What follows belongs to an exercise in optimizing a design on an open flow for small area; a production flow would make more cautious choices. Function was checked by simulation only, so behaviour that the tests miss may differ from the original. Power is estimated from default activity; no workload was simulated.

`design/flow/design.v`:
```
module hub75_light_lut (
    input  wire [7:0] v,
    output reg  [7:0] u
);
    always @* begin
        case (v)
            8'd0: u = 8'd0;
            8'd1: u = 8'd0;
            8'd2: u = 8'd0;
            8'd3: u = 8'd0;
            8'd4: u = 8'd0;
            8'd5: u = 8'd1;
            8'd6: u = 8'd1;
            8'd7: u = 8'd1;
            8'd8: u = 8'd1;
            8'd9: u = 8'd1;
            8'd10: u = 8'd1;
            8'd11: u = 8'd1;
            8'd12: u = 8'd1;
            8'd13: u = 8'd1;
            8'd14: u = 8'd2;
            8'd15: u = 8'd2;
            8'd16: u = 8'd2;
            8'd17: u = 8'd2;
            8'd18: u = 8'd2;
            8'd19: u = 8'd2;
            8'd20: u = 8'd2;
            8'd21: u = 8'd2;
            8'd22: u = 8'd2;
            8'd23: u = 8'd3;
            8'd24: u = 8'd3;
            8'd25: u = 8'd3;
            8'd26: u = 8'd3;
            8'd27: u = 8'd3;
            8'd28: u = 8'd3;
            8'd29: u = 8'd3;
            8'd30: u = 8'd3;
            8'd31: u = 8'd4;
            8'd32: u = 8'd4;
            8'd33: u = 8'd4;
            8'd34: u = 8'd4;
            8'd35: u = 8'd4;
            8'd36: u = 8'd4;
            8'd37: u = 8'd5;
            8'd38: u = 8'd5;
            8'd39: u = 8'd5;
            8'd40: u = 8'd5;
            8'd41: u = 8'd5;
            8'd42: u = 8'd6;
            8'd43: u = 8'd6;
            8'd44: u = 8'd6;
            8'd45: u = 8'd6;
            8'd46: u = 8'd6;
            8'd47: u = 8'd7;
            8'd48: u = 8'd7;
            8'd49: u = 8'd7;
            8'd50: u = 8'd7;
            8'd51: u = 8'd8;
            8'd52: u = 8'd8;
            8'd53: u = 8'd8;
            8'd54: u = 8'd8;
            8'd55: u = 8'd9;
            8'd56: u = 8'd9;
            8'd57: u = 8'd9;
            8'd58: u = 8'd10;
            8'd59: u = 8'd10;
            8'd60: u = 8'd10;
            8'd61: u = 8'd10;
            8'd62: u = 8'd11;
            8'd63: u = 8'd11;
            8'd64: u = 8'd11;
            8'd65: u = 8'd12;
            8'd66: u = 8'd12;
            8'd67: u = 8'd12;
            8'd68: u = 8'd13;
            8'd69: u = 8'd13;
            8'd70: u = 8'd13;
            8'd71: u = 8'd14;
            8'd72: u = 8'd14;
            8'd73: u = 8'd15;
            8'd74: u = 8'd15;
            8'd75: u = 8'd15;
            8'd76: u = 8'd16;
            8'd77: u = 8'd16;
            8'd78: u = 8'd17;
            8'd79: u = 8'd17;
            8'd80: u = 8'd17;
            8'd81: u = 8'd18;
            8'd82: u = 8'd18;
            8'd83: u = 8'd19;
            8'd84: u = 8'd19;
            8'd85: u = 8'd20;
            8'd86: u = 8'd20;
            8'd87: u = 8'd21;
            8'd88: u = 8'd21;
            8'd89: u = 8'd22;
            8'd90: u = 8'd22;
            8'd91: u = 8'd23;
            8'd92: u = 8'd23;
            8'd93: u = 8'd24;
            8'd94: u = 8'd24;
            8'd95: u = 8'd25;
            8'd96: u = 8'd25;
            8'd97: u = 8'd26;
            8'd98: u = 8'd26;
            8'd99: u = 8'd27;
            8'd100: u = 8'd28;
            8'd101: u = 8'd28;
            8'd102: u = 8'd29;
            8'd103: u = 8'd29;
            8'd104: u = 8'd30;
            8'd105: u = 8'd31;
            8'd106: u = 8'd31;
            8'd107: u = 8'd32;
            8'd108: u = 8'd32;
            8'd109: u = 8'd33;
            8'd110: u = 8'd34;
            8'd111: u = 8'd34;
            8'd112: u = 8'd35;
            8'd113: u = 8'd36;
            8'd114: u = 8'd37;
            8'd115: u = 8'd37;
            8'd116: u = 8'd38;
            8'd117: u = 8'd39;
            8'd118: u = 8'd39;
            8'd119: u = 8'd40;
            8'd120: u = 8'd41;
            8'd121: u = 8'd42;
            8'd122: u = 8'd43;
            8'd123: u = 8'd43;
            8'd124: u = 8'd44;
            8'd125: u = 8'd45;
            8'd126: u = 8'd46;
            8'd127: u = 8'd47;
            8'd128: u = 8'd47;
            8'd129: u = 8'd48;
            8'd130: u = 8'd49;
            8'd131: u = 8'd50;
            8'd132: u = 8'd51;
            8'd133: u = 8'd52;
            8'd134: u = 8'd53;
            8'd135: u = 8'd54;
            8'd136: u = 8'd54;
            8'd137: u = 8'd55;
            8'd138: u = 8'd56;
            8'd139: u = 8'd57;
            8'd140: u = 8'd58;
            8'd141: u = 8'd59;
            8'd142: u = 8'd60;
            8'd143: u = 8'd61;
            8'd144: u = 8'd62;
            8'd145: u = 8'd63;
            8'd146: u = 8'd64;
            8'd147: u = 8'd65;
            8'd148: u = 8'd66;
            8'd149: u = 8'd67;
            8'd150: u = 8'd68;
            8'd151: u = 8'd70;
            8'd152: u = 8'd71;
            8'd153: u = 8'd72;
            8'd154: u = 8'd73;
            8'd155: u = 8'd74;
            8'd156: u = 8'd75;
            8'd157: u = 8'd76;
            8'd158: u = 8'd77;
            8'd159: u = 8'd79;
            8'd160: u = 8'd80;
            8'd161: u = 8'd81;
            8'd162: u = 8'd82;
            8'd163: u = 8'd83;
            8'd164: u = 8'd85;
            8'd165: u = 8'd86;
            8'd166: u = 8'd87;
            8'd167: u = 8'd88;
            8'd168: u = 8'd90;
            8'd169: u = 8'd91;
            8'd170: u = 8'd92;
            8'd171: u = 8'd94;
            8'd172: u = 8'd95;
            8'd173: u = 8'd96;
            8'd174: u = 8'd98;
            8'd175: u = 8'd99;
            8'd176: u = 8'd100;
            8'd177: u = 8'd102;
            8'd178: u = 8'd103;
            8'd179: u = 8'd105;
            8'd180: u = 8'd106;
            8'd181: u = 8'd108;
            8'd182: u = 8'd109;
            8'd183: u = 8'd110;
            8'd184: u = 8'd112;
            8'd185: u = 8'd113;
            8'd186: u = 8'd115;
            8'd187: u = 8'd116;
            8'd188: u = 8'd118;
            8'd189: u = 8'd120;
            8'd190: u = 8'd121;
            8'd191: u = 8'd123;
            8'd192: u = 8'd124;
            8'd193: u = 8'd126;
            8'd194: u = 8'd128;
            8'd195: u = 8'd129;
            8'd196: u = 8'd131;
            8'd197: u = 8'd132;
            8'd198: u = 8'd134;
            8'd199: u = 8'd136;
            8'd200: u = 8'd138;
            8'd201: u = 8'd139;
            8'd202: u = 8'd141;
            8'd203: u = 8'd143;
            8'd204: u = 8'd145;
            8'd205: u = 8'd146;
            8'd206: u = 8'd148;
            8'd207: u = 8'd150;
            8'd208: u = 8'd152;
            8'd209: u = 8'd154;
            8'd210: u = 8'd155;
            8'd211: u = 8'd157;
            8'd212: u = 8'd159;
            8'd213: u = 8'd161;
            8'd214: u = 8'd163;
            8'd215: u = 8'd165;
            8'd216: u = 8'd167;
            8'd217: u = 8'd169;
            8'd218: u = 8'd171;
            8'd219: u = 8'd173;
            8'd220: u = 8'd175;
            8'd221: u = 8'd177;
            8'd222: u = 8'd179;
            8'd223: u = 8'd181;
            8'd224: u = 8'd183;
            8'd225: u = 8'd185;
            8'd226: u = 8'd187;
            8'd227: u = 8'd189;
            8'd228: u = 8'd191;
            8'd229: u = 8'd193;
            8'd230: u = 8'd196;
            8'd231: u = 8'd198;
            8'd232: u = 8'd200;
            8'd233: u = 8'd202;
            8'd234: u = 8'd204;
            8'd235: u = 8'd207;
            8'd236: u = 8'd209;
            8'd237: u = 8'd211;
            8'd238: u = 8'd214;
            8'd239: u = 8'd216;
            8'd240: u = 8'd218;
            8'd241: u = 8'd220;
            8'd242: u = 8'd223;
            8'd243: u = 8'd225;
            8'd244: u = 8'd228;
            8'd245: u = 8'd230;
            8'd246: u = 8'd232;
            8'd247: u = 8'd235;
            8'd248: u = 8'd237;
            8'd249: u = 8'd240;
            8'd250: u = 8'd242;
            8'd251: u = 8'd245;
            8'd252: u = 8'd247;
            8'd253: u = 8'd250;
            8'd254: u = 8'd252;
            8'd255: u = 8'd255;
            default: u = 8'd0;
        endcase
    end
endmodule
module hub75_light_bit (
    input  wire [7:0] v,
    input  wire [2:0] b,
    output wire       y
);
    wire n000;
    wire n001;
    wire n002;
    wire n003;
    wire n004;
    wire n005;
    wire n006;
    wire n007;
    wire n008;
    wire n009;
    wire n010;
    wire n011;
    wire n012;
    wire n013;
    wire n014;
    wire n015;
    wire n016;
    wire n017;
    wire n018;
    wire n019;
    wire n020;
    wire n021;
    wire n022;
    wire n023;
    wire n024;
    wire n025;
    wire n026;
    wire n027;
    wire n028;
    wire n029;
    wire n030;
    wire n031;
    wire n032;
    wire n033;
    wire n034;
    wire n035;
    wire n036;
    wire n037;
    wire n038;
    wire n039;
    wire n040;
    wire n041;
    wire n042;
    wire n043;
    wire n044;
    wire n045;
    wire n046;
    wire n047;
    wire n048;
    wire n049;
    wire n050;
    wire n051;
    wire n052;
    wire n053;
    wire n054;
    wire n055;
    wire n056;
    wire n057;
    wire n058;
    wire n059;
    wire n060;
    wire n061;
    wire n062;
    wire n063;
    wire n064;
    wire n065;
    wire n066;
    wire n067;
    wire n068;
    wire n069;
    wire n070;
    wire n071;
    wire n072;
    wire n073;
    wire n074;
    wire n075;
    wire n076;
    wire n077;
    wire n078;
    wire n079;
    wire n080;
    wire n081;
    wire n082;
    wire n083;
    wire n084;
    wire n085;
    wire n086;
    wire n087;
    wire n088;
    wire n089;
    wire n090;
    wire n091;
    wire n092;
    wire n093;
    wire n094;
    wire n095;
    wire n096;
    wire n097;
    wire n098;
    wire n099;
    wire n100;
    wire n101;
    wire n102;
    wire n103;
    wire n104;
    wire n105;
    wire n106;
    wire n107;
    wire n108;
    wire n109;
    wire n110;
    wire n111;
    wire n112;
    wire n113;
    wire n114;
    wire n115;
    wire n116;
    wire n117;
    wire n118;
    wire n119;
    wire n120;
    wire n121;
    wire n122;
    wire n123;
    wire n124;
    wire n125;
    wire n126;
    wire n127;
    wire n128;
    wire n129;
    wire n130;
    wire n131;
    wire n132;
    wire n133;
    wire n134;
    wire n135;
    wire n136;
    wire n137;
    wire n138;
    wire n139;
    wire n140;
    wire n141;
    wire n142;
    wire n143;
    wire n144;
    wire n145;
    wire n146;
    wire n147;
    wire n148;
    wire n149;
    wire n150;
    wire n151;
    wire n152;
    wire n153;
    wire n154;
    wire n155;
    wire n156;
    wire n157;
    wire n158;
    wire n159;
    wire n160;
    wire n161;
    wire n162;
    wire n163;
    wire n164;
    wire n165;
    wire n166;
    wire n167;
    wire n168;
    wire n169;
    wire n170;
    wire n171;
    wire n172;
    wire n173;
    wire n174;
    wire n175;
    wire n176;
    wire n177;
    wire n178;
    wire n179;
    wire n180;
    wire n181;
    wire n182;
    wire n183;
    wire n184;
    wire n185;
    wire n186;
    wire n187;
    wire n188;
    wire n189;
    wire n190;
    wire n191;
    wire n192;
    wire n193;
    wire n194;
    wire n195;
    wire n196;
    wire n197;
    wire n198;
    wire n199;
    wire n200;
    wire n201;
    wire n202;
    wire n203;
    wire n204;
    wire n205;
    wire n206;
    wire n207;
    wire n208;
    wire n209;
    wire n210;
    wire n211;
    wire n212;
    wire n213;
    wire n214;
    wire n215;
    wire n216;
    wire n217;
    wire n218;
    wire n219;
    wire n220;
    wire n221;
    wire n222;
    wire n223;
    wire n224;
    wire n225;
    wire n226;
    wire n227;
    wire n228;
    wire n229;
    wire n230;
    wire n231;
    wire n232;
  assign n030 = ~b[2];
  assign n041 = ~v[3];
  assign n052 = v[2] & v[5];
  assign n063 = n052 & ~(n041);
  assign n074 = ~n063;
  assign n085 = ~(v[4] | v[5]);
  assign n096 = ~(v[6] | v[3]);
  assign n107 = n085 & ~(n096);
  assign n118 = ~n107;
  assign n129 = ~v[0];
  assign n140 = ~n085;
  assign n151 = ~((n096 & n140) | n129);
  assign n158 = ~(n151 & n118);
  assign n159 = v[5] & ~(v[6]);
  assign n160 = ~v[2];
  assign n161 = v[4] & ~(v[3]);
  assign n162 = n160 & ~(n161);
  assign n163 = v[3] & ~(v[4]);
  assign n164 = ~(n163 | n161);
  assign n165 = ~n164;
  assign n166 = ~((n165 & v[6]) | (n162 & n159));
  assign n167 = n166 & n158;
  assign n168 = n167 & ~(v[1]);
  assign n169 = ~(n168 & n160);
  assign n170 = ~((n169 & n074) | (n168 & v[3]));
  assign n171 = n159 & ~(v[4]);
  assign n172 = v[2] & ~(v[3]);
  assign n173 = n172 | n161;
  assign n174 = v[1] & ~(v[2]);
  assign n175 = n174 & ~(n041);
  assign n176 = ~n175;
  assign n177 = ~(v[2] | v[3]);
  assign n178 = ~n177;
  assign n179 = v[0] | ~(v[1]);
  assign n180 = ~(n179 | n163);
  assign n181 = ~((n180 & n178) | (n176 & v[0]));
  assign n182 = v[1] & v[0];
  assign n183 = ~((n182 & v[2]) | v[6]);
  assign n184 = ~(v[4] & v[5]);
  assign n185 = n041 & ~(n184);
  assign n186 = n183 | ~(n185);
  assign n187 = ~(n186 | n181);
  assign n188 = ~(v[6] | v[5]);
  assign n189 = v[4] ? v[5] : v[2];
  assign n190 = n180 & ~(n189);
  assign n191 = ~n163;
  assign n192 = ~(n182 & n085);
  assign n193 = ~(v[1] | v[0]);
  assign n194 = ~n193;
  assign n195 = ~((n194 | n191) & (n192 | v[3]));
  assign n196 = n195 | n190;
  assign n197 = ~((v[6] & v[1]) | (n129 & n041));
  assign n198 = ~((n197 & n176) | n196);
  assign n199 = v[1] & ~(n188);
  assign n200 = ~((n199 | v[2]) & (n198 | n188));
  assign n201 = ~v[4];
  assign n202 = ~v[1];
  assign n203 = ~(n052 & n202);
  assign n204 = n201 & ~(n203);
  assign n205 = n204 | ~(n168);
  assign n206 = n200 ? n168 : n205;
  assign n207 = ~(n206 ^ n187);
  assign n208 = n207 & n173;
  assign n209 = v[2] & ~(n193);
  assign n210 = ~n209;
  assign n211 = ~((n202 & n041) | n201);
  assign n212 = n172 | v[5];
  assign n213 = n212 | n211;
  assign n214 = ~n052;
  assign n215 = v[2] & v[1];
  assign n216 = v[1] & ~(v[3]);
  assign n217 = n201 & ~(n216);
  assign n218 = ~((n217 | n214) & (n215 | n191));
  assign n219 = n213 & ~(n218);
  assign n220 = n219 & ~(v[4]);
  assign n221 = n184 | v[6];
  assign n222 = n209 | ~(n221);
  assign n223 = ~((n222 | n220) & (n210 | n171));
  assign n224 = ~(n223 | n208);
  assign n225 = ~(n174 & n161);
  assign n226 = ~n159;
  assign n227 = n202 & ~(n162);
  assign n228 = ~(n227 | n181);
  assign n229 = ~v[6];
  assign n230 = n211 & ~(n194);
  assign n231 = n230 | n229;
  assign n232 = ~n182;
  assign n000 = v[2] & ~(v[4]);
  assign n001 = v[5] & ~(v[4]);
  assign n002 = v[4] & ~(v[5]);
  assign n003 = ~((n002 & v[2]) | (n177 & n001));
  assign n004 = ~((n000 | n232) & n003);
  assign n005 = v[3] & ~(v[5]);
  assign n006 = n005 & ~(v[2]);
  assign n007 = ~((n006 & n194) | n204);
  assign n008 = n004 | ~(n007);
  assign n009 = ~((n008 | n231) & (n228 | n226));
  assign n010 = ~(n009 & n225);
  assign n011 = v[0] & ~(n010);
  assign n012 = ~((n208 | n063) & n011);
  assign n013 = ~n002;
  assign n014 = ~((n013 | n209) & v[6]);
  assign n015 = n177 & ~(n182);
  assign n016 = n184 | ~(n015);
  assign n017 = n016 & ~(n014);
  assign n018 = ~(n017 & n169);
  assign n019 = n012 & ~(n018);
  assign n020 = ~((n163 & n160) | n224);
  assign n021 = n019 ? n020 : n224;
  assign n022 = ~n021;
  assign n023 = ~b[0];
  assign n024 = ~((n023 & v[3]) | n229);
  assign n025 = n229 & ~(n002);
  assign n026 = ~((n024 & n140) | n025);
  assign n027 = ~((n026 & n022) | (n171 & b[0]));
  assign n028 = n027 | n170;
  assign n029 = b[0] & v[6];
  assign n031 = n019 ? n023 : n029;
  assign n032 = n024 & ~(v[4]);
  assign n033 = n032 & n169;
  assign n034 = n033 & ~(n224);
  assign n035 = v[7] & ~(b[1]);
  assign n036 = ~(b[0] | v[6]);
  assign n037 = ~((n170 & n201) | n185);
  assign n038 = n036 & ~(n037);
  assign n039 = n035 & ~(n038);
  assign n040 = n034 | ~(n039);
  assign n042 = ~((n031 & n161) | n040);
  assign n043 = ~v[5];
  assign n044 = ~b[1];
  assign n045 = n170 | n044;
  assign n046 = v[3] & ~(n183);
  assign n047 = n014 & ~(n046);
  assign n048 = n162 & ~(n184);
  assign n049 = ~(n048 | n047);
  assign n050 = ~((n003 & n194) | n178);
  assign n051 = n163 & ~(n160);
  assign n053 = n051 | n050;
  assign n054 = n049 & ~(n053);
  assign n055 = v[5] & ~(n164);
  assign n056 = n177 | ~(n182);
  assign n057 = n055 & ~(n056);
  assign n058 = n054 & ~(n057);
  assign n059 = n058 | n159;
  assign n060 = n059 | n191;
  assign n061 = n060 & ~(n014);
  assign n062 = ~(b[1] | v[4]);
  assign n064 = ~((n062 & n061) | (n045 & n043));
  assign n065 = n036 & ~(n085);
  assign n066 = ~((n065 & b[1]) | n029);
  assign n067 = n066 & n064;
  assign n068 = v[6] & ~(b[0]);
  assign n069 = b[1] & v[7];
  assign n070 = ~(b[1] | v[7]);
  assign n071 = n051 | n140;
  assign n072 = n071 & n070;
  assign n073 = ~((n072 | n069) & (n068 | n064));
  assign n075 = v[6] & v[5];
  assign n076 = ~(n075 & n069);
  assign n077 = ~((n076 | n224) & (n073 | n067));
  assign n078 = ~((n042 & n028) | n077);
  assign n079 = ~v[7];
  assign n080 = ~((n015 | n221) & n079);
  assign n081 = ~((n021 & n005) | n080);
  assign n082 = ~(n081 & n059);
  assign n083 = ~((n193 & n000) | n010);
  assign n084 = n167 & ~(n232);
  assign n086 = ~(n164 & n129);
  assign n087 = v[0] & ~(n164);
  assign n088 = n188 & ~(n087);
  assign n089 = ~((n088 & n086) | (n084 & v[2]));
  assign n090 = ~((n089 | n046) & n044);
  assign n091 = ~n174;
  assign n092 = ~((n086 | n091) & n069);
  assign n093 = ~((n092 | n207) & (n090 | n083));
  assign n094 = ~(n093 & n012);
  assign n095 = ~((n094 & n082) | b[0]);
  assign n097 = n231 & ~(n194);
  assign n098 = ~((n097 & n219) | n084);
  assign n099 = n231 | n219;
  assign n100 = n099 ^ v[0];
  assign n101 = n021 | n203;
  assign n102 = v[3] & ~(n215);
  assign n103 = n102 | n193;
  assign n104 = ~((n005 & n202) | (n118 & n229));
  assign n105 = v[1] | ~(v[0]);
  assign n106 = n105 | n052;
  assign n108 = n164 & ~(n106);
  assign n109 = n108 | n104;
  assign n110 = ~((n103 & n021) | n109);
  assign n111 = ~((n110 & n101) | (n100 & n098));
  assign n112 = n215 & ~(n184);
  assign n113 = n112 | n079;
  assign n114 = n021 & ~(n113);
  assign n115 = n208 | n129;
  assign n116 = v[1] & ~(v[6]);
  assign n117 = ~(n116 & n115);
  assign n119 = ~((n117 | n114) & n044);
  assign n120 = n057 | ~(n161);
  assign n121 = n188 & ~(v[3]);
  assign n122 = n121 ^ n169;
  assign n123 = ~((n122 & n080) | (n120 & n061));
  assign n124 = n123 | n044;
  assign n125 = ~((n124 | n114) & (n119 | n111));
  assign n126 = ~((n125 & b[0]) | n070);
  assign n127 = n126 & ~(n095);
  assign n128 = n216 | ~(n052);
  assign n130 = n115 & ~(n128);
  assign n131 = ~((n106 | n034) & n068);
  assign n132 = n131 | n130;
  assign n133 = n057 | n196;
  assign n134 = n215 & ~(n213);
  assign n135 = n063 | ~(n025);
  assign n136 = ~((n135 | n134) & b[0]);
  assign n137 = n000 | n182;
  assign n138 = n055 & ~(n137);
  assign n139 = n071 & ~(n138);
  assign n141 = ~((n013 | n160) & (n193 | n163));
  assign n142 = ~((n074 | n202) & v[6]);
  assign n143 = ~((n141 & n210) | n142);
  assign n144 = ~((n143 & n139) | (n136 & n016));
  assign n145 = ~((n228 | n074) & (n091 | n043));
  assign n146 = n145 ^ n023;
  assign n147 = n134 | v[6];
  assign n148 = ~((n137 & n209) | v[3]);
  assign n149 = n148 | n147;
  assign n150 = n146 & ~(n149);
  assign n152 = ~(n054 & n214);
  assign n153 = ~((n152 | n102) & (n150 | n144));
  assign n154 = ~((n133 | n132) & n153);
  assign n155 = n014 | ~(n132);
  assign n156 = ~((n155 | n028) & n070);
  assign n157 = ~((n156 | n154) & n030);
  assign y = ~((n157 | n127) & (n078 | n030));
endmodule
module hub75_direct (
    input  wire        clk,
    input  wire        rst,           
    input  wire        op_valid,
    input  wire [1:0]  op_code,       
    input  wire [69:0] cfg_pos,       
    input  wire [5:0]  cfg_width,     
    input  wire [3:0]  cfg_depth,     
    input  wire [5:0]  cfg_map,       
    input  wire [7:0]  cfg_dwell,     
    input  wire        fault_valid,
    input  wire [3:0]  fault_cause,
    input  wire        fb_bank,       
    input  wire        fb_wbusy,      
    output wire        mem_en,
    output wire [11:0] mem_addr,      
    input  wire [47:0] mem_rdata,     
    output wire [31:0] bus_word,
    output wire [31:0] bus_mask,
    output reg         bus_we,
    output wire [1:0]  run_state,
    output wire        cfg_valid,
    output wire        stop_pending,
    output wire        act_bank,
    output reg  [1:0]  err_class,
    output reg  [3:0]  err_cause,
    output reg  [5:0]  err_a,
    output wire [5:0]  err_b
);
    localparam [1:0] OP_CONFIGURE = 2'd0;
    localparam [1:0] OP_START     = 2'd1;
    localparam [1:0] OP_STOP      = 2'd2;
    localparam [1:0] S_IDLE     = 2'd0;
    localparam [1:0] S_RUNNING  = 2'd1;
    localparam [1:0] S_STOPPING = 2'd2;
    localparam [1:0] S_FAULTED  = 2'd3;
    localparam [3:0] E_OUT_OF_RANGE       = 4'd1;
    localparam [3:0] E_COLLISION          = 4'd2;
    localparam [3:0] E_WIDTH_RANGE        = 4'd3;
    localparam [3:0] E_DEPTH_RANGE        = 4'd4;
    localparam [3:0] E_BAD_CHAN_MAP       = 4'd5;
    localparam [3:0] E_ALREADY_CONFIGURED = 4'd6;
    localparam [3:0] E_NOT_CONFIGURED     = 4'd7;
    localparam [3:0] T_START  = 4'd0;    
    localparam [3:0] T_FIRST  = 4'd8;    
    localparam [3:0] T_DATA   = 4'd1;
    localparam [3:0] T_CKH    = 4'd2;
    localparam [3:0] T_CKL    = 4'd3;
    localparam [3:0] T_OED    = 4'd4;
    localparam [3:0] T_LTL    = 4'd5;
    localparam [3:0] T_LTH    = 4'd6;
    localparam [3:0] T_ADR    = 4'd7;
    localparam [3:0] T_OEE    = 4'd12;
    localparam [3:0] T_HOLD   = 4'd13;
    localparam [3:0] T_END    = 4'd14;
    reg        cfg_ok;
    reg [69:0] pos;
    reg [1:0]  dbase;       
    reg [5:0]  chan_map;
    reg [7:0]  dwell_unit;
    reg [1:0]  run;
    reg        stopreq;
    reg        bank;
    reg [2:0]  plane;
    reg [4:0]  row;
    reg [3:0]  step;
    reg [5:0]  col;         
    reg        colx;        
    reg [7:0]  hold_hi;     
    reg [4:0]  err_b_r;
    assign err_b = {1'b0, err_b_r};
    reg [5:0]  l_rgb;
    reg [4:0]  l_addr;
    reg        l_clk;
    reg        l_lat;
    reg        l_oe;
    assign run_state    = run;
    assign cfg_valid    = cfg_ok;
    assign stop_pending = stopreq;
    assign act_bank     = bank;
    wire [4:0] in_pos [0:13];
    genvar gi, gj;
    generate
        for (gi = 0; gi < 14; gi = gi + 1) begin : g_inpos
            assign in_pos[gi] = cfg_pos[5*gi +: 5];
        end
    endgenerate
    wire [13:0] oor;
    generate
        for (gi = 0; gi < 14; gi = gi + 1) begin : g_oor
            assign oor[gi] = ({1'b0, in_pos[gi]} >= cfg_width);
        end
    endgenerate
    reg        oor_any;
    reg [3:0]  oor_i;
    reg [4:0]  oor_p;
    integer i, j;
    always @* begin
        oor_any = 1'b0;
        oor_i   = 4'd0;
        oor_p   = 5'd0;
        for (i = 13; i >= 0; i = i - 1) begin
            if (oor[i]) begin
                oor_any = 1'b1;
                oor_i   = i[3:0];
                oor_p   = in_pos[i];
            end
        end
    end
    wire [13:0] eq [0:13];
    generate
        for (gi = 0; gi < 14; gi = gi + 1) begin : g_eqi
            for (gj = 0; gj < 14; gj = gj + 1) begin : g_eqj
                if (gj > gi) begin : g_cmp
                    assign eq[gi][gj] = (in_pos[gi] == in_pos[gj]);
                end else begin : g_no
                    assign eq[gi][gj] = 1'b0;
                end
            end
        end
    endgenerate
    reg        col_any;
    reg [3:0]  col_i;
    reg [3:0]  col_j;
    always @* begin
        col_any = 1'b0;
        col_i   = 4'd0;
        col_j   = 4'd0;
        for (i = 12; i >= 0; i = i - 1) begin
            if (|eq[i]) begin
                col_any = 1'b1;
                col_i   = i[3:0];
                for (j = 13; j > i; j = j - 1)
                    if (eq[i][j])
                        col_j = j[3:0];
            end
        end
    end
    wire w_bad   = (cfg_width > 6'd32);
    wire d_bad   = (cfg_depth < 4'd5) || (cfg_depth > 4'd8);
    wire map_bad = (cfg_map[1:0] == 2'd3 || cfg_map[3:2] == 2'd3 || cfg_map[5:4] == 2'd3 ||
                    cfg_map[1:0] == cfg_map[3:2] || cfg_map[1:0] == cfg_map[5:4] ||
                    cfg_map[3:2] == cfg_map[5:4]);
    reg        chk_fail;
    reg [3:0]  chk_cause;
    reg [5:0]  chk_a;
    reg [4:0]  chk_b;
    always @* begin
        chk_fail  = 1'b1;
        chk_cause = 4'd0;
        chk_a     = 6'd0;
        chk_b     = 5'd0;
        if (cfg_ok) begin
            chk_cause = E_ALREADY_CONFIGURED;
        end else if (w_bad) begin
            chk_cause = E_WIDTH_RANGE;
            chk_a     = cfg_width;
        end else if (oor_any) begin
            chk_cause = E_OUT_OF_RANGE;
            chk_a     = {2'b00, oor_i};
            chk_b     = oor_p;
        end else if (col_any) begin
            chk_cause = E_COLLISION;
            chk_a     = {2'b00, col_i};
            chk_b     = {1'b0, col_j};
        end else if (d_bad) begin
            chk_cause = E_DEPTH_RANGE;
            chk_a     = {2'b00, cfg_depth};
        end else if (map_bad) begin
            chk_cause = E_BAD_CHAN_MAP;
        end else begin
            chk_fail  = 1'b0;
        end
    end
    wire running   = (run == S_RUNNING);
    wire at_start  = (step[2:0] == 3'd0);           
    wire row_start = running && at_start;
    wire bank_now = (row_start && !fb_wbusy) ? fb_bank : bank;
    assign mem_en   = running && ((at_start && !stopreq) || (step == T_CKL && col != 6'd0));
    assign mem_addr = {bank_now, row, col};
    wire [2:0] bit_idx = plane + {1'b0, dbase};
    wire [5:0] lb;
    generate
        for (gi = 0; gi < 6; gi = gi + 1) begin : g_lut
            hub75_light_bit u_lut (.v(mem_rdata[8*gi +: 8]), .b(bit_idx), .y(lb[gi]));
        end
    endgenerate
    wire [5:0] entry;
    generate
        for (gi = 0; gi < 3; gi = gi + 1) begin : g_map
            wire [1:0] m = chan_map[2*gi +: 2];
            assign entry[gi]     = m[1] ? lb[2] : m[0] ? lb[1] : lb[0];
            assign entry[gi + 3] = m[1] ? lb[5] : m[0] ? lb[4] : lb[3];
        end
    endgenerate
    wire [69:0] dpos = cfg_ok ? pos : cfg_pos;
    wire [13:0] lwn  = {l_oe, l_lat, l_clk, l_addr, l_rgb} | {14{~cfg_ok}};
    wire [31:0] net;
    reg  [31:0] mask_r;
    generate
        for (gi = 0; gi < 32; gi = gi + 1) begin : g_pack
            wire [13:0] hit;
            for (gj = 0; gj < 14; gj = gj + 1) begin : g_role
                assign hit[gj] = (dpos[5*gj +: 5] == gi);
            end
            assign net[gi] = |(hit & lwn);
        end
    endgenerate
    assign bus_word = net & {32{cfg_ok}};
    assign bus_mask = mask_r & {32{cfg_ok}};
    wire [2:0]  top_plane = {1'b1, ~dbase};           
    wire        engine_on = running || (run == S_STOPPING);
    wire        do_fault  = fault_valid && engine_on;
    wire [6:0]  cnt_inc   = {colx, col} + 7'd1;
    wire        blk_end   = (({colx, col} & blk) == blk);
    wire [6:0]  blk;
    generate
        for (gi = 0; gi < 7; gi = gi + 1) begin : g_blk
            assign blk[gi] = (plane > gi);
        end
    endgenerate
    reg [3:0] next_row_step;
    always @* begin
        if (row != 5'd31 || plane != 3'd0)
            next_row_step = T_START;
        else
            next_row_step = T_END;
    end
    always @(posedge clk) begin
        pos <= dpos;
        if (!cfg_ok) begin
            mask_r     <= net;
            dbase      <= {cfg_depth[1] ^ cfg_depth[0], cfg_depth[0]};
            chan_map   <= cfg_map;
            dwell_unit <= cfg_dwell;
        end
    end
    always @(posedge clk) begin
        if (rst) begin
            cfg_ok     <= 1'b0;
            run        <= S_IDLE;
            stopreq    <= 1'b0;
            bank       <= 1'b0;
            col        <= 6'd0;
            colx       <= 1'b0;
            l_rgb      <= 6'd0;
            l_addr     <= 5'd0;
            l_clk      <= 1'b0;
            l_lat      <= 1'b1;
            l_oe       <= 1'b1;
            bus_we     <= 1'b0;
            err_class  <= 2'd0;
            err_cause  <= 4'd0;
            err_a      <= 6'd0;
            err_b_r    <= 5'd0;
        end else begin
            bus_we <= 1'b0;
            if (do_fault) begin
                l_oe      <= 1'b1;
                bus_we    <= 1'b1;
                run       <= S_FAULTED;
                err_class <= 2'd3;
                err_cause <= fault_cause;
                err_a     <= 6'd0;
                err_b_r   <= 5'd0;
            end else if (run == S_STOPPING) begin
                l_rgb  <= 6'd0;
                l_addr <= 5'd0;
                l_clk  <= 1'b0;
                l_lat  <= 1'b1;
                l_oe   <= 1'b1;
                bus_we <= 1'b1;
                run    <= S_IDLE;
            end else if (running) begin
                case (step)
                    T_START, T_FIRST: begin
                        bus_we <= 1'b1;
                        if (stopreq) begin
                            l_oe <= 1'b1;                    
                            run  <= S_STOPPING;
                        end else begin
                            if (!fb_wbusy)
                                bank <= fb_bank;
                            l_rgb <= 6'd0;                   
                            if (step[3])
                                l_addr <= 5'd0;              
                            step <= T_DATA;
                        end
                    end
                    T_DATA: begin
                        bus_we <= 1'b1;
                        l_rgb  <= entry;
                        col    <= cnt_inc[5:0];
                        step   <= T_CKH;
                    end
                    T_CKH: begin
                        bus_we <= 1'b1;
                        l_clk  <= 1'b1;
                        step   <= T_CKL;
                    end
                    T_CKL: begin
                        bus_we <= 1'b1;
                        l_clk  <= 1'b0;
                        step   <= (col == 6'd0) ? T_OED : T_DATA;
                    end
                    T_OED: begin
                        bus_we <= 1'b1;
                        l_oe   <= 1'b1;
                        step   <= T_LTL;
                    end
                    T_LTL: begin
                        bus_we <= 1'b1;
                        l_lat  <= 1'b0;
                        step   <= T_LTH;
                    end
                    T_LTH: begin
                        bus_we <= 1'b1;
                        l_lat  <= 1'b1;
                        step   <= T_ADR;
                    end
                    T_ADR: begin
                        bus_we <= 1'b1;
                        l_addr <= row;
                        step   <= T_OEE;
                    end
                    T_OEE: begin
                        bus_we  <= 1'b1;
                        l_oe    <= 1'b0;
                        hold_hi <= dwell_unit;
                        if (dwell_unit != 8'd0) begin
                            step <= T_HOLD;
                        end else begin
                            step <= next_row_step;
                            row  <= row + 5'd1;
                            if (row == 5'd31)
                                plane <= plane - 3'd1;
                        end
                    end
                    T_HOLD: begin
                        if (!blk_end) begin
                            {colx, col} <= cnt_inc;
                        end else begin
                            {colx, col} <= 7'd0;
                            hold_hi     <= hold_hi - 8'd1;
                        end
                        if (blk_end && hold_hi == 8'd1) begin
                            step <= next_row_step;
                            row  <= row + 5'd1;
                            if (row == 5'd31)
                                plane <= plane - 3'd1;
                        end
                    end
                    default: begin                           
                        bus_we <= 1'b1;
                        l_oe   <= 1'b1;
                        plane  <= top_plane;
                        step   <= T_FIRST;
                    end
                endcase
            end
            if (op_valid) begin
                case (op_code)
                    OP_CONFIGURE: begin
                        if (chk_fail) begin
                            if (run != S_FAULTED && !do_fault) begin
                                err_class <= 2'd1;
                                err_cause <= chk_cause;
                                err_a     <= chk_a;
                                err_b_r   <= chk_b;
                            end
                        end else begin
                            cfg_ok <= 1'b1;
                            bus_we <= 1'b1;
                        end
                    end
                    OP_START: begin
                        if (!cfg_ok) begin
                            err_class <= 2'd1;
                            err_cause <= E_NOT_CONFIGURED;
                            err_a     <= 6'd0;
                            err_b_r   <= 5'd0;
                        end else if (run == S_IDLE) begin
                            stopreq <= 1'b0;
                            run     <= S_RUNNING;
                            plane   <= top_plane;
                            row     <= 5'd0;
                            step    <= T_FIRST;
                        end
                    end
                    OP_STOP: begin
                        stopreq <= 1'b1;
                    end
                    default: ;
                endcase
            end
        end
    end
endmodule
```
`design/flow/flow/run.sh`:
```
#!/bin/bash
# Standard synthesis, then an area-oriented re-mapping of the combinational
# logic only (every register cell and its name is kept; several ABC scripts
# are tried and the smallest result is taken), then the standard layout from
# the re-mapped netlist, with plain buf_1 cells as the port buffers.
set -euo pipefail
WORK=$(pwd)
FLOWDIR=$WORK/flow
RES=$WORK/orfs/results/$FLOW_PLATFORM/hub75_direct/base
LIB=$FLOW_HOME/platforms/sky130hd/lib/sky130_fd_sc_hd__tt_025C_1v80.lib
YOSYS=$(command -v yosys || echo $FLOW_HOME/../tools/install/yosys/bin/yosys)

bash standard.sh synth > $WORK/log_synth.txt 2>&1

cp $RES/1_2_yosys.v $WORK/std_netlist.v
DU=$(sed -n '/^export DONT_USE_CELLS/,/^#/p' $FLOW_HOME/platforms/sky130hd/config.mk \
     | grep -o 'sky130_fd_sc_hd__[a-z0-9_]*' | sed 's/^/-dont_use /' | tr '\n' ' ')
BB=$(tr '\n' ' ' < $FLOWDIR/seq_cells.txt)
for n in 1 2; do
cat > $WORK/resynth$n.ys <<EOT
read_liberty -ignore_miss_func $LIB
blackbox $BB
read_verilog $WORK/std_netlist.v
hierarchy -top $FLOW_TOP
flatten
opt_clean
opt -full
abc -script $FLOWDIR/abc$n.abc -liberty $LIB $DU
opt_clean -purge
hilomap -singleton -hicell sky130_fd_sc_hd__conb_1 HI -locell sky130_fd_sc_hd__conb_1 LO
tee -o $WORK/resynth$n.stat stat -liberty $LIB
write_verilog -noattr -nohex -nodec $WORK/resynth$n.v
EOT
( $YOSYS -l $WORK/log_resynth$n.txt -q $WORK/resynth$n.ys > /dev/null 2>&1 || true ) &
done
wait
best=""; bestA=""
for n in 1 2; do
  a=$(grep -o "Chip area for module.*: [0-9.]*" $WORK/resynth$n.stat 2>/dev/null | awk '{print $NF}' || true)
  echo "script $n area ${a:-failed}" >> $WORK/log_pick.txt
  if [[ -n "$a" && -s $WORK/resynth$n.v ]]; then
    if [[ -z "$bestA" ]] || awk "BEGIN{exit !($a < $bestA)}"; then best=$n; bestA=$a; fi
  fi
done
echo "picked $best ($bestA)" >> $WORK/log_pick.txt
if [[ -n "$best" ]]; then
  cp $WORK/resynth$best.v $RES/1_2_yosys.v
  touch $RES/1_2_yosys.v
fi

bash standard.sh BUFFER_PORTS_ARGS="-buffer_cell sky130_fd_sc_hd__buf_1" \
  CTS_ARGS="-sink_clustering_enable -repair_clock_nets -dont_use_dummy_load" \
  finish > $WORK/log_finish.txt 2>&1
```
`design/flow/flow/abc1.abc`:
```
strash
balance; rewrite; refactor; balance; rewrite; rewrite -z; balance; refactor -z; rewrite -z; balance
dch -f
map -a
topo
mfs
strash
dch -f
amap
```
`design/flow/flow/abc2.abc`:
```
strash
&get -n; &deepsyn -T 120; &put
dch -f
amap
```
`design/flow/flow/seq_cells.txt`:
```
sky130_fd_sc_hd__dfbbn_1
sky130_fd_sc_hd__dfbbn_2
sky130_fd_sc_hd__dfbbp_1
sky130_fd_sc_hd__dfrbp_1
sky130_fd_sc_hd__dfrbp_2
sky130_fd_sc_hd__dfrtn_1
sky130_fd_sc_hd__dfrtp_1
sky130_fd_sc_hd__dfrtp_2
sky130_fd_sc_hd__dfrtp_4
sky130_fd_sc_hd__dfsbp_1
sky130_fd_sc_hd__dfsbp_2
sky130_fd_sc_hd__dfstp_1
sky130_fd_sc_hd__dfstp_2
sky130_fd_sc_hd__dfstp_4
sky130_fd_sc_hd__dfxbp_1
sky130_fd_sc_hd__dfxbp_2
sky130_fd_sc_hd__dfxtp_1
sky130_fd_sc_hd__dfxtp_2
sky130_fd_sc_hd__dfxtp_4
sky130_fd_sc_hd__dlclkp_1
sky130_fd_sc_hd__dlclkp_2
sky130_fd_sc_hd__dlclkp_4
sky130_fd_sc_hd__dlrbn_1
sky130_fd_sc_hd__dlrbn_2
sky130_fd_sc_hd__dlrbp_1
sky130_fd_sc_hd__dlrbp_2
sky130_fd_sc_hd__dlrtn_1
sky130_fd_sc_hd__dlrtn_2
sky130_fd_sc_hd__dlrtn_4
sky130_fd_sc_hd__dlrtp_1
sky130_fd_sc_hd__dlrtp_2
sky130_fd_sc_hd__dlrtp_4
sky130_fd_sc_hd__dlxbn_1
sky130_fd_sc_hd__dlxbn_2
sky130_fd_sc_hd__dlxbp_1
sky130_fd_sc_hd__dlxtn_1
sky130_fd_sc_hd__dlxtn_2
sky130_fd_sc_hd__dlxtn_4
sky130_fd_sc_hd__dlxtp_1
sky130_fd_sc_hd__edfxbp_1
sky130_fd_sc_hd__edfxtp_1
sky130_fd_sc_hd__lpflow_inputisolatch_1
sky130_fd_sc_hd__sdfbbn_1
sky130_fd_sc_hd__sdfbbn_2
sky130_fd_sc_hd__sdfbbp_1
sky130_fd_sc_hd__sdfrbp_1
sky130_fd_sc_hd__sdfrbp_2
sky130_fd_sc_hd__sdfrtn_1
sky130_fd_sc_hd__sdfrtp_1
sky130_fd_sc_hd__sdfrtp_2
sky130_fd_sc_hd__sdfrtp_4
sky130_fd_sc_hd__sdfsbp_1
sky130_fd_sc_hd__sdfsbp_2
sky130_fd_sc_hd__sdfstp_1
sky130_fd_sc_hd__sdfstp_2
sky130_fd_sc_hd__sdfstp_4
sky130_fd_sc_hd__sdfxbp_1
sky130_fd_sc_hd__sdfxbp_2
sky130_fd_sc_hd__sdfxtp_1
sky130_fd_sc_hd__sdfxtp_2
sky130_fd_sc_hd__sdfxtp_4
sky130_fd_sc_hd__sdlclkp_1
sky130_fd_sc_hd__sdlclkp_2
sky130_fd_sc_hd__sdlclkp_4
sky130_fd_sc_hd__sedfxbp_1
sky130_fd_sc_hd__sedfxbp_2
sky130_fd_sc_hd__sedfxtp_1
sky130_fd_sc_hd__sedfxtp_2
sky130_fd_sc_hd__sedfxtp_4
```
`design/flow/standard.sh`:
```
#!/bin/bash
# synth_recipe.tcl (not shown) runs the flow's synth.tcl, then flattens the netlist and writes it again
# the make line also repeats each setting of config.mk as NAME=value (left out here)
make -C /OpenROAD-flow-scripts/flow DESIGN_CONFIG=/design/flow/config.mk WORK_HOME=/design/flow/orfs CLKGATE_MAP_FILE= SYNTH_SCRIPT=/design/flow/synth_recipe.tcl "${@:-finish}"
```
`design/flow/config.mk`:
```
export PLATFORM = sky130hd
export DESIGN_NAME = hub75_direct
export DESIGN_NICKNAME = hub75_direct
export VERILOG_FILES = /design/flow/design.v
export SDC_FILE = /design/flow/constraint.sdc
export NUM_CORES = 4
export LEC_CHECK = 0
export CAP_MARGIN = 20
export CORE_MARGIN = 2
export CORE_UTILIZATION = 30
export GPL_TIMING_DRIVEN = 0
export PLACE_DENSITY = 0.5
export SETUP_SLACK_MARGIN = 0.4
export SLEW_MARGIN = 20
```
`design/flow/constraint.sdc`:
```
create_clock -name core_clock -period 8.0 [get_ports {clk}]
set_input_delay 1.6000 -clock core_clock [delete_from_list [all_inputs] [get_ports {clk}]]
set_output_delay 1.6000 -clock core_clock [all_outputs]
set_load 0.01 [all_outputs]
```
==> results.cfg, run 1 <==
[outcome]
status = no timing/DRC/antenna violations

[sta]
tightest_slew_ps = 1120
layout_min_cycle_time_ps = 7340
grt_setup_unrepaired = true
skew_ps = 23.1
hold_ws_ps = 468
fmax_mhz = 136
setup_violations = 0
slew_headroom_pct = 23.4
slew_violations = 0
hold_violations = 0
period_share_pct = 91.7
final.setup.tns_ps = 0

[route]
wl_um = 143000
vias = 34871
drc = 0
drt_iter0_drc = 7311
viasPerCell = 7.25
ant_nets = 0
post_drt_wl_per_cell_um = 29.7
dr.pass1.iters = 11

[power_and_ir_drop]
leakagePower_nw = 7.93
ir_drop_mv = 0.117
power_mw = 3.40
power_density_nw_per_um2 = 129

[finish]
final_common_cell = nor2_1
drive_gt1_share_pct = 4.89
area_growth_pct = 15.4
layout.nets = 3979
mostFrequentLayoutCells = nor2_1 (611), o22ai_1 (562), clkinv_1 (324)
finalNonFillerCells = 4811
design_area_um2 = 26300
n_fill_cell = 8435

[critical_path]
end_kind = flop
reg2regPathDepth = 19
cp_common_cell = nor2_1
r2r_end = l_rgb[2]
crit_type = input port to flop
critPathMaxStageDelay_ps = 800
crit_arrival_ps = 7720
slowest_stage = clkdlybuf4s15_1
crit_fanout = 17
cp-start-kind = input port
r2r_slack_ps = 3620
cp.required_ps = 8380
r2r_start = plane[0]

[floorplan]
ios = 255
die_area_um2 = 78300
die_h_um = 280
row_count = 101
die_w_um = 280
initial_core_util_pct = 30.2
core_um2 = 75600

[clock_tree]
clk_path_buf_depth = 2
cts_hold_buf = 0
clk_pin_slew_ps = 60
cts_buffers = 17
cts_tree = built
clock-sinks = 182
root_buffer = clkbuf_16
cts_max_level = 4
clk_latency_ps = 480

[place]
port_buffers = 253
hpwl_um = 100000
globalplace.congestion = 1.12
place_inst = 4769
place_area_um2 = 25200

[synthesis]
synth_nets = 3684
avgSynthCellArea_um2 = 6.46
syn-cell-area_um2 = 22800
ys_warn_count = 1
synth_cells = 3530

[grt]
grt_pass1_vias = 31235
grt_use_met3_pct = 16.1
grtUsageMet2_pct = 50.5
grt.overflow.total = 0
top_usage_layer = met2
gr-usage-met1_pct = 44.1
antenna_found_initial = 23
track_usage_pct = 34.9
grt_pass1_wl_um = 208000
grt_max_degree = 111

[worst_hold_path]
whs_endpoint = pos[14]
hold_path_depth = 2
min-delay-start = pos[14]
worstHoldPathType = flop to flop

[job]
maxCapViolCount = 0
[stage by stage]
stage,utilization [%],setup WS (ps)
2_1_floorplan,-,1490
3_3_place_gp,33.1,-1350
3_5_place_dp,33.3,-1210
4_1_cts,34.3,396
5_1_grt,34.8,291
6_report,34.8,663
[per-layer routing]
metal	routed length [um]	up-vias
li1	-	14764
met1	53600	15977
met2	57200	3314
met3	23300	788
met4	8680	28
met5	273	-
[sequential cells by signal (all words and copies together), names as in the netlist, 5 cells and up]
name,count
row,5
mask_r,32
col,6
dwell_unit,8
l_rgb,6
err_b_r,5
hold_hi,8
chan_map,6
err_a,6
pos,70
l_addr,5
[worst max-delay path, delay by kind of cell]
| kind | cells | cell delay (ps) |
|---|---|---|
| buffers and inverters | 2 | 1380 |
| AO/OA/AOI/OAI | 11 | 2250 |
| AND/OR/NAND/NOR | 17 | 2480 |
[worst max path at each step]
stage | from | endpoint | cells after the start
floorplan | cfg_ok | bus_word[24] | 8
global placement | cfg_pos[69] | err_b_r[0] | 39
detailed placement | cfg_pos[26] | err_b_r[0] | 35
CTS | cfg_pos[58] | err_b_r[0] | 40
global route | cfg_pos[33] | err_b_r[0] | 32
finish | cfg_pos[21] | err_b_r[0] | 30
[where the power goes]
part	leakage, nW	switching [mW]	internal [mW]
logic	6.06	1.17	0.464
registers	1.66	0.0250	1.02
clock network	0.210	0.345	0.368
[repair_timing]
item                                    4_1_cts  5_1_grt
endpoints found under the setup margin       11       18
setup buffers                                 0       13
resized for setup                           114      150
[layout make-up]
class,instances,area [um^2],area share [%]
tap,978,1220,4.65
multi-input combinational,2957,17200,65.2
clock buffer,17,425,1.62
timing repair buffer,276,1480,5.62
sequential,182,4330,16.4
antenna,10,25.0,0.0951
inverter,391,1670,6.34
==> run 2: changes to the inputs <==
--- a/design/flow/flow/run.sh
+++ b/design/flow/flow/run.sh
@@ -51,3 +51,3 @@
 bash standard.sh BUFFER_PORTS_ARGS="-buffer_cell sky130_fd_sc_hd__buf_1" \
-  CTS_ARGS="-sink_clustering_enable -repair_clock_nets -dont_use_dummy_load" \
+  CTS_ARGS="-sink_clustering_enable -repair_clock_nets -dont_use_dummy_load -buf_list {sky130_fd_sc_hd__clkbuf_8 sky130_fd_sc_hd__clkbuf_16}" \
   finish > $WORK/log_finish.txt 2>&1
--- a/design/flow/config.mk
+++ b/design/flow/config.mk
@@ -7,3 +7,3 @@
 export LEC_CHECK = 0
-export CAP_MARGIN = 20
+export CAP_MARGIN = 15
 export CORE_MARGIN = 2
@@ -13,2 +13,2 @@
 export SETUP_SLACK_MARGIN = 0.4
-export SLEW_MARGIN = 20
+export SLEW_MARGIN = 15
==> run 2 against run 1 <==
  * Still clean on timing, DRC and antenna
  * Area after synthesis stayed put
  * Combinational power is essentially flat
  * Critical path depth stayed put
  * Non-clock buffer count shrank 4
  * Register-to-register slack lost 200 ps
  * Critical endpoint unchanged
  * Largest power group unchanged
==> results.cfg, run 2 <==
[grt]
grt_pass1_vias = 31130
track_usage_pct = 34.8
grt_pass1_wl_um = 207000
grt.overflow.total = 0
antenna_found_initial = 24
grt_max_degree = 111

[clock_tree]
clock-sinks = 182
cts_tree = built
cts_max_level = 4
clk_path_buf_depth = 2
root_buffer = clkbuf_16
clk_pin_slew_ps = 60
cts_buffers = 17
clk_latency_ps = 490

[critical_path]
reg2regPathDepth = 17
crit_arrival_ps = 8020
crit_type = input port to flop
r2r_start = plane[1]
r2r_end = l_rgb[2]
worstSetupStartpoint = cfg_pos[24]
cp-endpoint = err_b_r[0]
slowest_stage = clkdlybuf4s15_1
cp.required_ps = 8380
critPathMaxStageDelay_ps = 930
cp-start-kind = input port
cp_common_cell = nor2_1
end_kind = flop
crit_fanout = 17
r2r_slack_ps = 3420

[finish]
n_fill_cell = 8412
largest_reg_flops = 70
top_register = pos
area_growth_pct = 14.8
layout.nets = 3975
drive_gt1_share_pct = 4.45
final_util_pct = 34.7
mostFrequentLayoutCells = nor2_1 (611), o22ai_1 (562), clkinv_1 (326)
top_regs = pos x70, mask_r x32
final_common_cell = nor2_1

[power_and_ir_drop]
switchingPower_mw = 1.54
p_int_mw = 1.85
power_density_nw_per_um2 = 129
seq_power_share_pct = 31.0
swShare_pct = 45.4
ir_drop_mv = 0.123
power_mw = 3.39
leakagePower_nw = 7.86
p_comb_share_pct = 47.9
p_clk_share_pct = 21.1

[synthesis]
ys_warn_count = 1
synth_cells = 3530
syn-cell-area_um2 = 22800
avgSynthCellArea_um2 = 6.46
synth_nets = 3684

[sta]
tightest_slew_ps = 1340
layout_min_cycle_time_ps = 7630
slew_headroom_pct = 10.8
grt_setup_unrepaired = true
fmax_mhz = 131
setup_violations = 0
period_share_pct = 95.4
hold_ws_ps = 471
skew_ps = 25.4
hold_violations = 0
slew_violations = 0

[route]
vias = 34760
drt_iter0_drc = 7464
wl_um = 143000
ant_nets = 0
post_drt_wl_per_cell_um = 29.8
drc = 0
viasPerCell = 7.24
dr.pass1.iters = 14

[floorplan]
die_area_um2 = 78300
die_w_um = 280
ios = 255
initial_core_util_pct = 30.2
row_count = 101
core_um2 = 75600
die_h_um = 280

[outcome]
status = no timing/DRC/antenna violations

[place]
hpwl_um = 100000
globalplace.congestion = 1.12
port_buffers = 253

[job]
maxCapViolCount = 0

[worst_hold_path]
worstHoldPathType = flop to flop
==> run 2: worst max-delay path: cells and delay by family <==
kind                   cells  cell delay, ps
AOI/OAI and AO/OA         11            2290
buffers and inverters      2            1670
and+or+nand+nor           17            2450
==> run 2: what timing repair did <==
| item | in CTS | in global routing |
|---|---|---|
| gates resized for setup | 117 | 93 |
| hold buffers | 0 | 0 |
| setup buffers | 0 | 12 |
| endpoints found under the setup margin | 11 | 13 |
| pin swaps | 0 | 1 |
| cloned | 0 | 0 |
==> run 2: layout make-up <==
type / count / area (um^2) / area share [%]
clock buffers: 17 / 425 / 1.62
repair buffers: 272 / 1440 / 5.50
well taps: 978 / 1220 / 4.67
multi-input cells: 2957 / 17100 / 65.4
flip-flops and latches: 182 / 4330 / 16.5
inverters: 391 / 1640 / 6.25
diodes: 7 / 17.5 / 0.0669
==> run 2: metrics by stage <==
step	setup slack (ps)	cell area, um^2	setup TNS, ps	instances
floorplan	1490	22800	0	3530
global placement	-1350	25000	-41740	4761
detailed placement	-1190	25200	-4880	4768
CTS	371	25900	0	4785
global route	217	26200	0	4799
finish	367	26200	0	4804
==> run 2: worst min path at each step <==
stage                   from  endpoint  slack (ps)  cells past startpoint
floorplan           l_rgb[2]  l_rgb[2]         440                      2
global placement      pos[4]    pos[4]         450                      2
detailed placement   pos[69]   pos[69]         460                      2
CTS                  pos[14]   pos[14]         470                      2
global route         pos[34]   pos[34]         500                      2
finish               pos[14]   pos[14]         470                      2
==> run 2: power by group through the flow <==
stage,logic [mW],clock network [mW],registers [mW]
floorplan,0.872,0,1.06
global route,1.69,0.770,1.05
global placement,1.49,0,1.07
finish,1.62,0.714,1.05
detailed placement,1.48,0,1.07
CTS,1.49,0.746,1.05
==> run 2: metal layers <==
metal	GRT usage, %	routed length [um]	share of wire [%]
met4	14.8	8260	5.8
met5	0.250	346	0.24
met3	16.3	23900	17
met1	43.9	53200	37
met2	50.4	57300	40

==> afterwards: timing with drivers on the ports <==
How much do the figures lean on ideal ports? The routed layouts below were timed once more, with nothing changed but the port constraints.
Step 1: set_driving_cell puts a clkbuf_16 on clk and a buf_2 on each other input, an assumption about the parent block.
Step 2 times the ports against the registers' clock, not the clock port: input delays grow and output delays shrink by t, the midpoint of the rising clock arrivals with the driver on.
Slacks: ideal / step 1 / step 2; pairs: ideal / step 1.
run	t (ns)	slack for setup (ns)	latest minus earliest clock arrival (ns)
run 1	0.536	0.663 / 0.683 / 0.147	0.031 / 0.031
run 2	0.530	0.367 / 0.396 / -0.133	0.027 / 0.027
Met with ideal ports but missed after step 2: setup timing in run 2. The setup slack of run 1, which loses most, moves by +0.020 ns with the drivers and by -0.516 ns with both steps.
